This design comes from an exercise in tuning for small area, a short achievable clock period and few clock cycles per item on the open sky130 flow, not from production work. At most, simulation tests tie the RTL to the original design; equivalence was not proved. Power is estimated from default activity; no workload was simulated.

==> 11-22 <==
Design cnetz_rxdec, start of the top module:
module cnetz_rxdec (
    input  wire         clk,
    input  wire         rst,           
    input  wire         in_valid,
    output wire         in_ready,
    input  wire [149:0] in_frame,
    output reg          out_valid,
    input  wire         out_ready,
    output reg  [2:0]   out_stat,      
    output wire [63:0]  out_payload,
    output wire [5:0]   out_pad,
    output wire [19:0]  out_eflags,    
    output wire [4:0]   out_errcnt
);
    localparam [2:0] ST_OK        = 3'd1;
    localparam [2:0] ST_CORRECTED = 3'd2;
    localparam [2:0] ST_UNCORR    = 3'd3;
    localparam [2:0] ST_IDLE      = 3'd4;
    wire [14:0] word [0:9];
    wire [6:0]  data [0:9];
    wire [1:0]  code [0:9];
    genvar g, c;
    generate
        for (g = 0; g < 10; g = g + 1) begin : lane
            for (c = 0; c < 15; c = c + 1) begin : bitmap
                assign word[g][14-c] = in_frame[149 - (10*c + g)];
            end
            cnetz_bchdec u_dec (
                .w    (word[g]),
                .data (data[g]),
                .code (code[g])
            );
        end
    endgenerate
    reg [69:0] info_r;       
    reg [19:0] code_r;       
    cnetz_or2 u_in_ready (.a(!out_valid), .b(out_ready), .y(in_ready));
    wire load = !out_valid || out_ready;
    always @(posedge clk) begin
        if (rst)
            out_valid <= 1'b0;
        else if (load)
            out_valid <= in_valid;
    end
    always @(posedge clk) begin
        if (load) begin
            info_r <= {data[0], data[1], data[2], data[3], data[4],
                       data[5], data[6], data[7], data[8], data[9]};
            code_r <= {code[9], code[8], code[7], code[6], code[5],
                       code[4], code[3], code[2], code[1], code[0]};
        end
    end
    assign out_payload = info_r[69:6];
    assign out_pad     = info_r[5:0];
    assign out_eflags  = code_r;
    wire [9:0] c_lo, c_hi;
    generate
        for (g = 0; g < 10; g = g + 1) begin : split
            assign c_lo[g] = code_r[2*g];
            assign c_hi[g] = code_r[2*g+1];
        end
    endgenerate
    cnetz_ecsum u_errcnt (.a(c_lo), .b(c_hi), .o(out_errcnt));
    wire any_fail = |(c_lo & c_hi);
    wire idle     = (&out_payload) || !(|out_payload);
    always @* begin
        if (any_fail)
  ...
Settings: LEC_CHECK=0, CAP_MARGIN=20, CORE_MARGIN=2, CORE_UTILIZATION=40, CTS_CLUSTER_DIAMETER=200, CTS_CLUSTER_SIZE=50, SLEW_MARGIN=20, SYNTH_HIERARCHICAL=1, SYNTH_MINIMUM_KEEP_SIZE=0; clock period 10.0 ns.
standard.sh (not shown) runs the stock make flow with config.mk's settings and CLKGATE_MAP_FILE= SYNTH_SCRIPT=/design/flow/synth_recipe.tcl, a recipe that flattens the netlist after the stock synthesis.
==> flow/flow/run.sh <==
#!/bin/bash
# The standard layout (standard.sh), with plain buf_1 cells as the port buffers.
export BUFFER_PORTS_ARGS="-buffer_cell sky130_fd_sc_hd__buf_1"
bash standard.sh > standard_run.log 2>&1
==> 06-21 (differences from 11-22) <==
--- a/flow/design.v
+++ b/flow/design.v
@@ -164,15 +164,21 @@
 module cnetz_maj (input wire a, input wire b, input wire c, output wire y);
     assign y = (a & b) | (a & c) | (b & c);
 endmodule
 module cnetz_nand2 (input wire a, input wire b, output wire y);
     assign y = ~(a & b);
 endmodule
+module cnetz_nand4 (input wire a, input wire b, input wire c, input wire d, output wire y);
+    assign y = ~(a & b & c & d);
+endmodule
 module cnetz_nor2 (input wire a, input wire b, output wire y);
     assign y = ~(a | b);
 endmodule
+module cnetz_o21ai (input wire a, input wire b, input wire c, output wire y);
+    assign y = ~((a | b) & c);
+endmodule
 module cnetz_o22ai (input wire a, input wire b, input wire c, input wire d, output wire y);
     assign y = ~((a | b) & (c | d));
 endmodule
 module cnetz_or2 (input wire a, input wire b, output wire y);
     assign y = a | b;
 endmodule
@@ -244,75 +250,76 @@
     generate
         for (g = 0; g < 10; g = g + 1) begin : split
             assign c_lo[g] = code_r[2*g];
             assign c_hi[g] = code_r[2*g+1];
         end
     endgenerate
-    cnetz_ecsum u_errcnt (.a(c_lo), .b(c_hi), .o(out_errcnt));
+    wire [14:0] psum;        
+    cnetz_ecsum u_errcnt (.a(c_lo), .b(c_hi), .o(out_errcnt), .ps(psum));
+    wire idle = (&out_payload) || !(|out_payload);
     wire any_fail = |(c_lo & c_hi);
-    wire idle     = (&out_payload) || !(|out_payload);
     always @* begin
         if (any_fail)
             out_stat = ST_UNCORR;
         else if (idle)
             out_stat = ST_IDLE;
-        else if (!(|code_r))
+        else if (!(|psum))
             out_stat = ST_OK;
         else
             out_stat = ST_CORRECTED;
     end
 endmodule
-module cnetz_ecsum (input wire [9:0] a, input wire [9:0] b, output wire [4:0] o);
-    wire e1; cnetz_x2 ue1 (.a(a[0]), .b(a[1]), .y(e1));
+module cnetz_ecsum (input wire [9:0] a, input wire [9:0] b, output wire [4:0] o, output wire [14:0] ps);
+    cnetz_x2 ue1 (.a(a[0]), .b(a[1]), .y(ps[0]));
     wire e2; cnetz_x2 ue2 (.a(b[0]), .b(b[1]), .y(e2));
-    wire e3; cnetz_a21o ue3 (.a(a[0]), .b(a[1]), .c(e2), .y(e3));
-    wire e4; cnetz_a2 ue4 (.a(b[0]), .b(b[1]), .y(e4));
-    wire e5; cnetz_x2 ue5 (.a(a[2]), .b(a[3]), .y(e5));
+    cnetz_a21o ue3 (.a(a[0]), .b(a[1]), .c(e2), .y(ps[1]));
+    cnetz_a2 ue4 (.a(b[0]), .b(b[1]), .y(ps[2]));
+    cnetz_x2 ue5 (.a(a[2]), .b(a[3]), .y(ps[3]));
     wire e6; cnetz_x2 ue6 (.a(b[2]), .b(b[3]), .y(e6));
-    wire e7; cnetz_a21o ue7 (.a(a[2]), .b(a[3]), .c(e6), .y(e7));
-    wire e8; cnetz_a2 ue8 (.a(b[2]), .b(b[3]), .y(e8));
-    wire e9; cnetz_x2 ue9 (.a(a[4]), .b(a[5]), .y(e9));
+    cnetz_a21o ue7 (.a(a[2]), .b(a[3]), .c(e6), .y(ps[4]));
+    cnetz_a2 ue8 (.a(b[2]), .b(b[3]), .y(ps[5]));
+    cnetz_x2 ue9 (.a(a[4]), .b(a[5]), .y(ps[6]));
     wire e10; cnetz_x2 ue10 (.a(b[4]), .b(b[5]), .y(e10));
-    wire e11; cnetz_a21o ue11 (.a(a[4]), .b(a[5]), .c(e10), .y(e11));
-    wire e12; cnetz_a2 ue12 (.a(b[4]), .b(b[5]), .y(e12));
-    wire e13; cnetz_x2 ue13 (.a(a[6]), .b(a[7]), .y(e13));
+    cnetz_a21o ue11 (.a(a[4]), .b(a[5]), .c(e10), .y(ps[7]));
+    cnetz_a2 ue12 (.a(b[4]), .b(b[5]), .y(ps[8]));
+    cnetz_x2 ue13 (.a(a[6]), .b(a[7]), .y(ps[9]));
     wire e14; cnetz_x2 ue14 (.a(b[6]), .b(b[7]), .y(e14));
-    wire e15; cnetz_a21o ue15 (.a(a[6]), .b(a[7]), .c(e14), .y(e15));
-    wire e16; cnetz_a2 ue16 (.a(b[6]), .b(b[7]), .y(e16));
-    wire e17; cnetz_x2 ue17 (.a(a[8]), .b(a[9]), .y(e17));
+    cnetz_a21o ue15 (.a(a[6]), .b(a[7]), .c(e14), .y(ps[10]));
+    cnetz_a2 ue16 (.a(b[6]), .b(b[7]), .y(ps[11]));
+    cnetz_x2 ue17 (.a(a[8]), .b(a[9]), .y(ps[12]));
     wire e18; cnetz_x2 ue18 (.a(b[8]), .b(b[9]), .y(e18));
-    wire e19; cnetz_a21o ue19 (.a(a[8]), .b(a[9]), .c(e18), .y(e19));
-    wire e20; cnetz_a2 ue20 (.a(b[8]), .b(b[9]), .y(e20));
-    wire e21; cnetz_x2 ue21 (.a(e1), .b(e5), .y(e21));
-    wire e22; cnetz_x2 ue22 (.a(e21), .b(e9), .y(e22));
-    wire e23; cnetz_maj ue23 (.a(e1), .b(e5), .c(e9), .y(e23));
-    wire e24; cnetz_x2 ue24 (.a(e13), .b(e17), .y(e24));
+    cnetz_a21o ue19 (.a(a[8]), .b(a[9]), .c(e18), .y(ps[13]));
+    cnetz_a2 ue20 (.a(b[8]), .b(b[9]), .y(ps[14]));
+    wire e21; cnetz_x2 ue21 (.a(ps[0]), .b(ps[3]), .y(e21));
+    wire e22; cnetz_x2 ue22 (.a(e21), .b(ps[6]), .y(e22));
+    wire e23; cnetz_maj ue23 (.a(ps[0]), .b(ps[3]), .c(ps[6]), .y(e23));
+    wire e24; cnetz_x2 ue24 (.a(ps[9]), .b(ps[12]), .y(e24));
     cnetz_x2 ue25 (.a(e24), .b(e22), .y(o[0]));
-    wire e26; cnetz_maj ue26 (.a(e13), .b(e17), .c(e22), .y(e26));
-    wire e27; cnetz_x2 ue27 (.a(e3), .b(e7), .y(e27));
-    wire e28; cnetz_x2 ue28 (.a(e27), .b(e11), .y(e28));
-    wire e29; cnetz_maj ue29 (.a(e3), .b(e7), .c(e11), .y(e29));
-    wire e30; cnetz_x2 ue30 (.a(e15), .b(e19), .y(e30));
+    wire e26; cnetz_maj ue26 (.a(ps[9]), .b(ps[12]), .c(e22), .y(e26));
+    wire e27; cnetz_x2 ue27 (.a(ps[1]), .b(ps[4]), .y(e27));
+    wire e28; cnetz_x2 ue28 (.a(e27), .b(ps[7]), .y(e28));
+    wire e29; cnetz_maj ue29 (.a(ps[1]), .b(ps[4]), .c(ps[7]), .y(e29));
+    wire e30; cnetz_x2 ue30 (.a(ps[10]), .b(ps[13]), .y(e30));
     wire e31; cnetz_x2 ue31 (.a(e30), .b(e23), .y(e31));
-    wire e32; cnetz_maj ue32 (.a(e15), .b(e19), .c(e23), .y(e32));
+    wire e32; cnetz_maj ue32 (.a(ps[10]), .b(ps[13]), .c(e23), .y(e32));
     wire e33; cnetz_x2 ue33 (.a(e28), .b(e31), .y(e33));
     cnetz_x2 ue34 (.a(e33), .b(e26), .y(o[1]));
     wire e35; cnetz_maj ue35 (.a(e28), .b(e31), .c(e26), .y(e35));
-    wire e36; cnetz_x2 ue36 (.a(e4), .b(e8), .y(e36));
-    wire e37; cnetz_x2 ue37 (.a(e36), .b(e12), .y(e37));
-    wire e38; cnetz_maj ue38 (.a(e4), .b(e8), .c(e12), .y(e38));
-    wire e39; cnetz_x2 ue39 (.a(e16), .b(e20), .y(e39));
+    wire e36; cnetz_x2 ue36 (.a(ps[2]), .b(ps[5]), .y(e36));
+    wire e37; cnetz_x2 ue37 (.a(e36), .b(ps[8]), .y(e37));
+    wire e38; cnetz_maj ue38 (.a(ps[2]), .b(ps[5]), .c(ps[8]), .y(e38));
+    wire e39; cnetz_x2 ue39 (.a(ps[11]), .b(ps[14]), .y(e39));
     wire e40; cnetz_x2 ue40 (.a(e39), .b(e37), .y(e40));
-    wire e41; cnetz_maj ue41 (.a(e16), .b(e20), .c(e37), .y(e41));
-    wire e42; cnetz_x2 ue42 (.a(e29), .b(e40), .y(e42));
-    wire e43; cnetz_x2 ue43 (.a(e42), .b(e32), .y(e43));
-    wire e44; cnetz_maj ue44 (.a(e29), .b(e40), .c(e32), .y(e44));
-    cnetz_x2 ue45 (.a(e43), .b(e35), .y(o[2]));
-    wire e46; cnetz_a2 ue46 (.a(e43), .b(e35), .y(e46));
-    wire e47; cnetz_x2 ue47 (.a(e38), .b(e41), .y(e47));
-    wire e48; cnetz_x2 ue48 (.a(e47), .b(e44), .y(e48));
-    wire e49; cnetz_maj ue49 (.a(e38), .b(e41), .c(e44), .y(e49));
-    cnetz_x2 ue50 (.a(e48), .b(e46), .y(o[3]));
-    wire e51; cnetz_a2 ue51 (.a(e48), .b(e46), .y(e51));
-    cnetz_x2 ue52 (.a(e49), .b(e51), .y(o[4]));
-    wire e53; cnetz_a2 ue53 (.a(e49), .b(e51), .y(e53));
+    wire e41; cnetz_maj ue41 (.a(ps[11]), .b(ps[14]), .c(e37), .y(e41));
+    wire e42; cnetz_x2 ue42 (.a(e29), .b(e32), .y(e42));
+    wire e43; cnetz_x2 ue43 (.a(e42), .b(e40), .y(e43));
+    wire e44; cnetz_maj ue44 (.a(e29), .b(e32), .c(e40), .y(e44));
+    wire e45; cnetz_x2 ue45 (.a(e38), .b(e41), .y(e45));
+    wire e46; cnetz_x2 ue46 (.a(e45), .b(e44), .y(e46));
+    wire e47; cnetz_maj ue47 (.a(e38), .b(e41), .c(e44), .y(e47));
+    cnetz_x2 ue48 (.a(e43), .b(e35), .y(o[2]));
+    wire e49; cnetz_a2 ue49 (.a(e43), .b(e35), .y(e49));
+    cnetz_x2 ue50 (.a(e46), .b(e49), .y(o[3]));
+    wire e51; cnetz_a2 ue51 (.a(e46), .b(e49), .y(e51));
+    cnetz_x2 ue52 (.a(e47), .b(e51), .y(o[4]));
+    wire e53; cnetz_a2 ue53 (.a(e47), .b(e51), .y(e53));
 endmodule
CTS_CLUSTER_DIAMETER = default   (was 200)
CTS_CLUSTER_SIZE = default   (was 50)
==> 09-12 (differences from 11-22) <==
CTS_CLUSTER_DIAMETER = default   (was 200)
CTS_CLUSTER_SIZE = default   (was 50)
==> summary of the runs <==
- In flip-flop and latch count, 11-22 and 06-21 do not differ.
- Power is the same in 11-22 and 09-12.
- Wire length is the same in 11-22 and 09-12.
- In non-clock buffer count, 09-12 and 11-22 do not differ.
- In count of clock-buffer cells in the layout, 11-22 and 09-12 do not differ.
- Area after synthesis: 06-21 is smaller than 09-12 (0.35%).
- Against 09-12, the first-iteration DRC count of 06-21 is higher by 30%.
- Between 11-22 and 06-21, the lower worst setup slack is in 11-22 (gap 0.040 ns).
- In register-to-register slack, 09-12 and 11-22 hardly differ.
==> figures <==
quantity                                                                                11-22                    06-21                      09-12
Result of the run                                                     complete, no violations  complete, no violations    complete, no violations
CP Max Fanout                                                                               5                        3                          5
Initial core utilization                                                                40.5%                    40.3%                      40.5%
Leakage Power                                                                         5.32 nW                  5.28 nW                    5.32 nW
FF-to-FF End                                                             info_r[51]$_DFFE_PP_     code_r[10]$_DFFE_PP_       info_r[51]$_DFFE_PP_
Post-placement cell area                                                           0.0130 mm²               0.0130 mm²                 0.0130 mm²
Simple-gate area share of the yosys netlist                                             20.8%                    20.7%                      20.8%
Relative slew slack                                                                     36.2%                    42.5%                      36.2%
Register clock-pin slew on the reported worst setup and hold paths                    0.07 ns                  0.06 ns                    0.07 ns
Net count of the finished layout                                                         1798                     1795                       1798
Worst vdd rail ir drop                                                                 184 µV                   152 µV                     184 µV
Data arrival time of the critical path                                                2.90 ns                  2.86 ns                    2.90 ns
Die Y                                                                                  174 µm                   174 µm                     174 µm
Routed length per instance                                                            14.8 µm                  14.5 µm                    14.8 µm
Global placement routability congestion                                                 0.872                    0.860                      0.872
Final design area excluding fillers                                                0.0133 mm²               0.0132 mm²                 0.0133 mm²
Max Clk Rate                                                                          204 MHz                  206 MHz                    204 MHz
Number of nets in the synthesized netlist                                                1532                     1530                       1532
Cell type of the slowest stage on the worst timing path             sky130_fd_sc_hd__edfxtp_1  sky130_fd_sc_hd__nor4_1  sky130_fd_sc_hd__edfxtp_1
Area of the multi-input gates                                                     0.00883 mm²              0.00879 mm²                0.00883 mm²
Testbench counts of 11-22, summed over its fixed seeds: cycles 4,008, items 4,000.
Testbench counts of 09-12, summed over its fixed seeds: cycles 4,008, items 4,000.
Only the layout flow was run in 06-21; the RTL was not checked for function there.


==> inputs of tundra <==
Another version of the RTL of cnetz_rxdec (not shown whole).
Settings: LEC_CHECK=0, CAP_MARGIN=20, CORE_MARGIN=2, CORE_UTILIZATION=40, SLEW_MARGIN=20, SYNTH_HIERARCHICAL=1, SYNTH_MINIMUM_KEEP_SIZE=0; clock period 10.0 ns.
Scripts as last shown in full above: flow/flow/run.sh
==> onyx (differences from tundra) <==
--- a/flow/design.v
+++ b/flow/design.v
@@ -43,72 +43,34 @@
     wire n42; cnetz_x2 u42 (.a(n28), .b(n29), .y(n42));
     wire n43; cnetz_x2 u43 (.a(n23), .b(n30), .y(n43));
     wire n44; cnetz_x2 u44 (.a(n20), .b(n37), .y(n44));
     wire n45; cnetz_x2 u45 (.a(n20), .b(n29), .y(n45));
     wire n46; cnetz_x2 u46 (.a(n22), .b(n28), .y(n46));
-    wire n47; cnetz_nand2 u47 (.a(n22), .b(n24), .y(n47));
-    wire n48; cnetz_nor2 u48 (.a(n41), .b(n44), .y(n48));
-    wire n49; cnetz_nand2 u49 (.a(n41), .b(n44), .y(n49));
-    wire n50; cnetz_nor2 u50 (.a(n22), .b(n24), .y(n50));
-    wire n51; cnetz_o22ai u51 (.a(n47), .b(n48), .c(n49), .d(n50), .y(n51));
-    cnetz_x2 u52 (.a(w[8]), .b(n51), .y(data[0]));
-    wire n53; cnetz_nand2 u53 (.a(n42), .b(n24), .y(n53));
-    wire n54; cnetz_nor2 u54 (.a(n40), .b(n23), .y(n54));
-    wire n55; cnetz_nand2 u55 (.a(n40), .b(n23), .y(n55));
-    wire n56; cnetz_nor2 u56 (.a(n42), .b(n24), .y(n56));
-    wire n57; cnetz_o22ai u57 (.a(n53), .b(n54), .c(n55), .d(n56), .y(n57));
-    cnetz_x2 u58 (.a(w[9]), .b(n57), .y(data[1]));
-    wire n59; cnetz_nand2 u59 (.a(n27), .b(n40), .y(n59));
-    wire n60; cnetz_nor2 u60 (.a(n21), .b(n44), .y(n60));
-    wire n61; cnetz_nand2 u61 (.a(n21), .b(n44), .y(n61));
-    wire n62; cnetz_nor2 u62 (.a(n27), .b(n40), .y(n62));
-    wire n63; cnetz_o22ai u63 (.a(n59), .b(n60), .c(n61), .d(n62), .y(n63));
-    cnetz_x2 u64 (.a(w[10]), .b(n63), .y(data[2]));
-    wire n65; cnetz_nand2 u65 (.a(n25), .b(n24), .y(n65));
-    wire n66; cnetz_nor2 u66 (.a(n21), .b(n26), .y(n66));
-    wire n67; cnetz_nand2 u67 (.a(n21), .b(n26), .y(n67));
-    wire n68; cnetz_nor2 u68 (.a(n25), .b(n24), .y(n68));
-    wire n69; cnetz_o22ai u69 (.a(n65), .b(n66), .c(n67), .d(n68), .y(n69));
-    cnetz_x2 u70 (.a(w[11]), .b(n69), .y(data[3]));
-    wire n71; cnetz_nand2 u71 (.a(n41), .b(n40), .y(n71));
-    wire n72; cnetz_nor2 u72 (.a(n17), .b(n26), .y(n72));
-    wire n73; cnetz_nand2 u73 (.a(n17), .b(n26), .y(n73));
-    wire n74; cnetz_nor2 u74 (.a(n41), .b(n40), .y(n74));
-    wire n75; cnetz_o22ai u75 (.a(n71), .b(n72), .c(n73), .d(n74), .y(n75));
-    cnetz_x2 u76 (.a(w[12]), .b(n75), .y(data[4]));
-    wire n77; cnetz_nand2 u77 (.a(n23), .b(n21), .y(n77));
-    wire n78; cnetz_nor2 u78 (.a(n17), .b(n20), .y(n78));
-    wire n79; cnetz_nand2 u79 (.a(n17), .b(n20), .y(n79));
-    wire n80; cnetz_nor2 u80 (.a(n23), .b(n21), .y(n80));
-    wire n81; cnetz_o22ai u81 (.a(n77), .b(n78), .c(n79), .d(n80), .y(n81));
-    cnetz_x2 u82 (.a(w[13]), .b(n81), .y(data[5]));
-    wire n83; cnetz_nand2 u83 (.a(n36), .b(n44), .y(n83));
-    wire n84; cnetz_nor2 u84 (.a(n26), .b(n20), .y(n84));
-    wire n85; cnetz_nand2 u85 (.a(n26), .b(n20), .y(n85));
-    wire n86; cnetz_nor2 u86 (.a(n36), .b(n44), .y(n86));
-    wire n87; cnetz_o22ai u87 (.a(n83), .b(n84), .c(n85), .d(n86), .y(n87));
-    cnetz_x2 u88 (.a(w[14]), .b(n87), .y(data[6]));
+    cnetz_thx u47 (.w(w[8]), .a(n22), .b(n24), .c(n41), .d(n44), .y(data[0]));
+    cnetz_thx u48 (.w(w[9]), .a(n42), .b(n24), .c(n40), .d(n23), .y(data[1]));
+    cnetz_thx u49 (.w(w[10]), .a(n27), .b(n40), .c(n21), .d(n44), .y(data[2]));
+    cnetz_thx u50 (.w(w[11]), .a(n25), .b(n24), .c(n21), .d(n26), .y(data[3]));
+    cnetz_thx u51 (.w(w[12]), .a(n41), .b(n40), .c(n17), .d(n26), .y(data[4]));
+    cnetz_thx u52 (.w(w[13]), .a(n23), .b(n21), .c(n17), .d(n20), .y(data[5]));
+    cnetz_thx u53 (.w(w[14]), .a(n36), .b(n44), .c(n26), .d(n20), .y(data[6]));
     wire [3:0] kc;
     cnetz_cube u_cube (.p({n39, n30, n34, n32}), .k(kc));
-    wire n89; cnetz_x2 u89 (.a(kc[0]), .b(n46), .y(n89));
-    wire n90; cnetz_x2 u90 (.a(kc[1]), .b(n45), .y(n90));
-    wire n91; cnetz_x2 u91 (.a(kc[2]), .b(n43), .y(n91));
-    wire n92; cnetz_x2 u92 (.a(kc[3]), .b(n38), .y(n92));
-    wire n93; cnetz_or4 u93 (.a(n32), .b(n34), .c(n30), .d(n39), .y(n93));
-    wire n94; cnetz_or4 u94 (.a(n46), .b(n45), .c(n43), .d(n38), .y(n94));
-    wire n95; cnetz_nand2 u95 (.a(n46), .b(kc[1]), .y(n95));
-    wire n96; cnetz_nand2 u96 (.a(n45), .b(kc[0]), .y(n96));
-    wire n97; cnetz_nand2 u97 (.a(n43), .b(kc[3]), .y(n97));
-    wire n98; cnetz_nand2 u98 (.a(n38), .b(kc[2]), .y(n98));
-    wire n99; cnetz_x2 u99 (.a(n95), .b(n96), .y(n99));
-    wire n100; cnetz_x2 u100 (.a(n97), .b(n98), .y(n100));
-    wire n101; cnetz_xn2 u101 (.a(n99), .b(n100), .y(n101));
-    wire n102; cnetz_nor2 u102 (.a(n89), .b(n90), .y(n102));
-    wire n103; cnetz_nor2 u103 (.a(n91), .b(n92), .y(n103));
-    cnetz_nand2 u104 (.a(n102), .b(n103), .y(code[1]));
-    wire n105; cnetz_nor2 u105 (.a(n93), .b(n94), .y(n105));
-    cnetz_a31oi u106 (.a(code[1]), .b(n101), .c(n93), .d(n105), .y(code[0]));
+    wire n54; cnetz_xn2 u54 (.a(kc[0]), .b(n46), .y(n54));
+    wire n55; cnetz_xn2 u55 (.a(kc[1]), .b(n45), .y(n55));
+    wire n56; cnetz_xn2 u56 (.a(kc[2]), .b(n43), .y(n56));
+    wire n57; cnetz_xn2 u57 (.a(kc[3]), .b(n38), .y(n57));
+    wire n58; cnetz_or4 u58 (.a(n32), .b(n34), .c(n30), .d(n39), .y(n58));
+    wire n59; cnetz_nand2 u59 (.a(n46), .b(kc[1]), .y(n59));
+    wire n60; cnetz_nand2 u60 (.a(n45), .b(kc[0]), .y(n60));
+    wire n61; cnetz_nand2 u61 (.a(n43), .b(kc[3]), .y(n61));
+    wire n62; cnetz_nand2 u62 (.a(n38), .b(kc[2]), .y(n62));
+    wire n63; cnetz_x2 u63 (.a(n59), .b(n60), .y(n63));
+    wire n64; cnetz_x2 u64 (.a(n61), .b(n62), .y(n64));
+    wire n65; cnetz_xn2 u65 (.a(n63), .b(n64), .y(n65));
+    cnetz_nand4 u66 (.a(n54), .b(n55), .c(n56), .d(n57), .y(code[1]));
+    wire n67; cnetz_nor2 u67 (.a(n58), .b(code[1]), .y(n67));
+    cnetz_a31oi u68 (.a(code[1]), .b(n65), .c(n58), .d(n67), .y(code[0]));
 endmodule
 module cnetz_cube(p, k);
   input [3:0] p;
   wire [3:0] p;
   output [3:0] k;
@@ -173,19 +135,19 @@
     assign y = ~(a | b);
 endmodule
 module cnetz_o21ai (input wire a, input wire b, input wire c, output wire y);
     assign y = ~((a | b) & c);
 endmodule
-module cnetz_o22ai (input wire a, input wire b, input wire c, input wire d, output wire y);
-    assign y = ~((a | b) & (c | d));
-endmodule
 module cnetz_or2 (input wire a, input wire b, output wire y);
     assign y = a | b;
 endmodule
 module cnetz_or4 (input wire a, input wire b, input wire c, input wire d, output wire y);
     assign y = a | b | c | d;
 endmodule
+module cnetz_thx (input wire w, input wire a, input wire b, input wire c, input wire d, output wire y);
+    assign y = w ^ ((a & b & (c | d)) | (c & d & (a | b)));
+endmodule
 module cnetz_x2 (input wire a, input wire b, output wire y);
     assign y = a ^ b;
 endmodule
 module cnetz_xn2 (input wire a, input wire b, output wire y);
     assign y = ~(a ^ b);
@@ -316,9 +278,7 @@
     wire e46; cnetz_x2 ue46 (.a(e45), .b(e44), .y(e46));
     wire e47; cnetz_maj ue47 (.a(e38), .b(e41), .c(e44), .y(e47));
     cnetz_x2 ue48 (.a(e43), .b(e35), .y(o[2]));
     wire e49; cnetz_a2 ue49 (.a(e43), .b(e35), .y(e49));
     cnetz_x2 ue50 (.a(e46), .b(e49), .y(o[3]));
-    wire e51; cnetz_a2 ue51 (.a(e46), .b(e49), .y(e51));
-    cnetz_x2 ue52 (.a(e47), .b(e51), .y(o[4]));
-    wire e53; cnetz_a2 ue53 (.a(e47), .b(e51), .y(e53));
+    cnetz_a21o ue51 (.a(e46), .b(e49), .c(e47), .y(o[4]));
 endmodule
CORE_UTILIZATION = 75   (was 40)
==> qor summary <==
Status: onyx complete, no violations; tundra complete, no violations
Critical Path Stages: onyx 8; tundra 9
Total Power Consumption: onyx 4020 uW; tundra 4150 uW
Stage delay of the slowest cell on the critical path: onyx 0.53 ns; tundra 0.55 ns
Share of synthesized area occupied by flip-flops and latches: onyx 24.5%; tundra 23.8%
Reg clk slew, reported paths: onyx 0.06 ns; tundra 0.07 ns
Total nets after synthesis: onyx 1349; tundra 1520
Grt met3 use: onyx 7.94%; tundra 3.34%
Antenna violations before repair: onyx 0; tundra 3
Final setup skew: onyx 0.00798 ns; tundra 0.0122 ns
Horizontal die dimension: onyx 126 um; tundra 173 um
Flip-flop and latch share of the layout cell area: onyx 21.7%; tundra 20.7%
Number of tap cells added at floorplan: onyx 184; tundra 378
Detail-routed via count per cell: onyx 6.07; tundra 4.96
Amount of wire on met3 after detailed routing: onyx 2490 um; tundra 1500 um
Testbench counts of tundra, summed over its fixed seeds: cycles 4,008, items 4,000.
Testbench counts of onyx, summed over its fixed seeds: cycles 4,008, items 4,000.

-- static timing again, ports no longer ideal --
How much do the figures lean on ideal ports? The routed layouts below were timed once more, with nothing changed but the port constraints.
Step 1: set_driving_cell puts a clkbuf_16 on clk and a buf_2 on each other input, an assumption about the parent block.
Step 2 times the ports against the registers' clock, not the clock port: input delays grow and output delays shrink by t, the midpoint of the rising clock arrivals with the driver on.
Slacks: no drivers / after step 1 / after step 2; pairs: no drivers / after step 1.
run	shift t [ns]	setup slack, ns	slew at the worst register clock pin (ns)
11-22	0.391	5.103 / 5.060 / 5.100	0.07 / 0.07
06-21	0.393	5.144 / 5.097 / 5.147	0.07 / 0.07
09-12	0.391	5.103 / 5.060 / 5.100	0.07 / 0.07
tundra	0.393	5.148 / 5.101 / 5.161	0.07 / 0.07
onyx	0.389	5.220 / 5.178 / 5.083	0.07 / 0.07
After both steps every run listed still meets setup and hold. The setup slack of onyx, which loses most, moves by -0.042 ns with the drivers and by -0.137 ns with both steps.
